Context: an optimization exercise on an open-source flow, tuned for small area. The choices shown serve that exercise and are no tape-out recipe. The RTL was checked by simulation tests, not by an equivalence proof against the original design. No activity file was given, so power comes from the tool's default toggle rates.

Design brew_core, start of the top module:
module brew_core (
    input  wire        clk,
    input  wire        rst,
    output wire        rx_poll,
    input  wire        rx_valid,
    input  wire [7:0]  rx_data,
    input  wire        rx_err,
    output wire        tx_valid,
    output wire [7:0]  tx_data,
    output wire        tx_last,
    input  wire        tx_ready,
    input  wire        tx_err,
    input  wire [31:0] time_now,
    input  wire        h_sel,
    input  wire        h_we,
    input  wire [2:0]  h_idx,
    input  wire [15:0] h_wdata,
    output reg  [31:0] h_rdata,
    output wire        st_idle,
    output wire        st_running
);
clock: 20.0 ns
lec_check: 0
cap_margin: 40
cell_pad_in_sites_detail_placement: 1
cell_pad_in_sites_global_placement: 2
core_margin: 2
core_utilization: 50
place_density: 0.6
slew_margin: 40
synth_memory_max_bits: 4096
standard.sh (not shown) runs the stock make flow with config.mk's settings and CLKGATE_MAP_FILE= SYNTH_SCRIPT=/design/flow/synth_recipe.tcl, a recipe that flattens the netlist after the stock synthesis.
==> flow/flow/run.sh <==
#!/bin/bash
# The standard layout (standard.sh) with three changes:
#  - synthesis uses an area-oriented ABC script (flow/abc_small.script);
#    everything else in synthesis is synth_recipe.tcl unchanged,
#  - each port gets the smallest buffer (buf_1),
#  - the clock tree uses small clock buffers and no dummy loads.
# Each tool's output is in standard.log and in the ORFS logs under orfs/logs.
set -e
F=$PWD/flow
sed "s#SYNTH_SCRIPT=[^ ]*#SYNTH_SCRIPT=$F/my_synth.tcl#" standard.sh > my_standard.sh
export BUFFER_PORTS_ARGS="-buffer_cell sky130_fd_sc_hd__buf_1"
export CTS_ARGS="-sink_clustering_enable -repair_clock_nets -dont_use_dummy_load -buf_list {sky130_fd_sc_hd__clkbuf_4} -root_buf sky130_fd_sc_hd__clkbuf_4 -sink_clustering_size 10 -sink_clustering_max_diameter 80"
bash my_standard.sh > standard.log 2>&1
==> flow/flow/abc_small.script <==
strash
dch
amap
==> flow/flow/my_synth.tcl <==
# The standard synthesis (synth_recipe.tcl), with an area-oriented ABC script
set ::my_flow_dir [file dirname [file normalize [info script]]]
proc abc {args} {
  set i [lsearch -exact $args -script]
  if { $i >= 0 } {
    lset args [expr { $i + 1 }] [file join $::my_flow_dir abc_small.script]
  }
  yosys abc {*}$args
}
source [file join [file dirname $::my_flow_dir] synth_recipe.tcl]
The first run passed the timing, design-rule and antenna checks.
==> next run, changes <==
==> flow/flow/run.sh (replaced) <==
#!/bin/bash
# The standard layout (standard.sh) with these changes:
#  - synthesis: an area-oriented ABC script (flow/abc_small.script) and no
#    full/half-adder cell extraction (ADDER_MAP_FILE empty); everything else
#    is synth_recipe.tcl unchanged, so the registers are the standard ones,
#  - each port gets the smallest buffer (buf_1),
#  - the clock tree uses small clock buffers and no dummy loads.
# Each tool's output is in standard.log and in the ORFS logs under orfs/logs.
set -e
F=$PWD/flow
sed "s#SYNTH_SCRIPT=[^ ]*#SYNTH_SCRIPT=$F/my_synth.tcl ADDER_MAP_FILE=#" standard.sh > my_standard.sh
export BUFFER_PORTS_ARGS="-buffer_cell sky130_fd_sc_hd__buf_1"
export CTS_ARGS="-sink_clustering_enable -repair_clock_nets -dont_use_dummy_load -buf_list {sky130_fd_sc_hd__clkbuf_4} -root_buf sky130_fd_sc_hd__clkbuf_4 -sink_clustering_size 9 -sink_clustering_max_diameter 80"
bash my_standard.sh > standard.log 2>&1
==> flow/flow/abc_small.script (replaced) <==
strash
dch -f
amap
CORE_UTILIZATION = 40   (was 50)
Effect:
- worst setup slack is better by 6700 ps
- routed wire length climbs by 7.3%
- synthesized area decreases by 5.9%
- critical path depth came out higher by 27
- final area falls by 4.6%
- worst hold slack barely changes
- register-to-register slack is better by 6800 ps
- non-clock buffer count stays the same
- synthesized cell count grows by 25%
- fmax grows by 56%
- power is lower by 7.1%
==> next run, changes <==
CORE_UTILIZATION = 50   (was 40)
Effect: This time the run aborted during 3_3_place_gp (GPL-0301); synthesized area does not change; synthesized cell count is unchanged.
==> next run, changes <==
==> flow/flow/run.sh (replaced) <==
#!/bin/bash
# The standard layout (standard.sh) with three changes:
#  - synthesis uses an area-oriented ABC script (flow/abc_small.script);
#    everything else in synthesis is synth_recipe.tcl unchanged,
#  - each port gets the smallest buffer (buf_1),
#  - the clock tree uses small clock buffers and no dummy loads.
# Each tool's output is in standard.log and in the ORFS logs under orfs/logs.
set -e
F=$PWD/flow
sed "s#SYNTH_SCRIPT=[^ ]*#SYNTH_SCRIPT=$F/my_synth.tcl#" standard.sh > my_standard.sh
export BUFFER_PORTS_ARGS="-buffer_cell sky130_fd_sc_hd__buf_1"
export CTS_ARGS="-sink_clustering_enable -repair_clock_nets -dont_use_dummy_load -buf_list {sky130_fd_sc_hd__clkbuf_4 sky130_fd_sc_hd__clkbuf_8} -root_buf sky130_fd_sc_hd__clkbuf_8 -sink_clustering_size 16 -sink_clustering_max_diameter 80"
bash my_standard.sh > standard.log 2>&1
==> flow/flow/abc_small.script (replaced) <==
strash
dch
amap
- This time the run finished clean
- synthesized area climbs by a few percent
- synthesized cell count drops by about a fifth

[re-timing with driven ports]
In the flow no input, the clock included, has a driving cell. The finished layouts below were timed again as built, in two steps.
Step 1: set_driving_cell puts a clkbuf_16 on clk and a buf_2 on each other input, an assumption about the parent block.
Step 2 adds t to the input delays and takes it off the output delays; t is the mean of the earliest and latest rising clock arrival at the registers after step 1. Input paths then give back, and output paths get back, about the clock's delay inside the block.
Three values: ideal ports, drivers, drivers and shift; two values: the first two.
| run | shift t [ns] | slack for setup (ns) | hold WS [ns] | worst data-port slew with drivers (ns) | cell pins on the clock port's net |
|---|---|---|---|---|---|
| the first run | 0.698 | 1.377 / 1.393 / 0.695 | 0.464 / 0.464 / 0.464 | 0.04 | 1 |
| the second run | 0.728 | 8.093 / 8.114 / 7.386 | 0.467 / 0.467 / 0.467 | 0.04 | 1 |
| the fourth run | 0.554 | 1.229 / 1.248 / 0.693 | 0.463 / 0.463 / 0.463 | 0.04 | 1 |
After both steps every run listed still meets setup and hold. For the second run, which loses most, drivers alone change the setup slack by +0.021 ns; drivers and shift together by -0.707 ns.
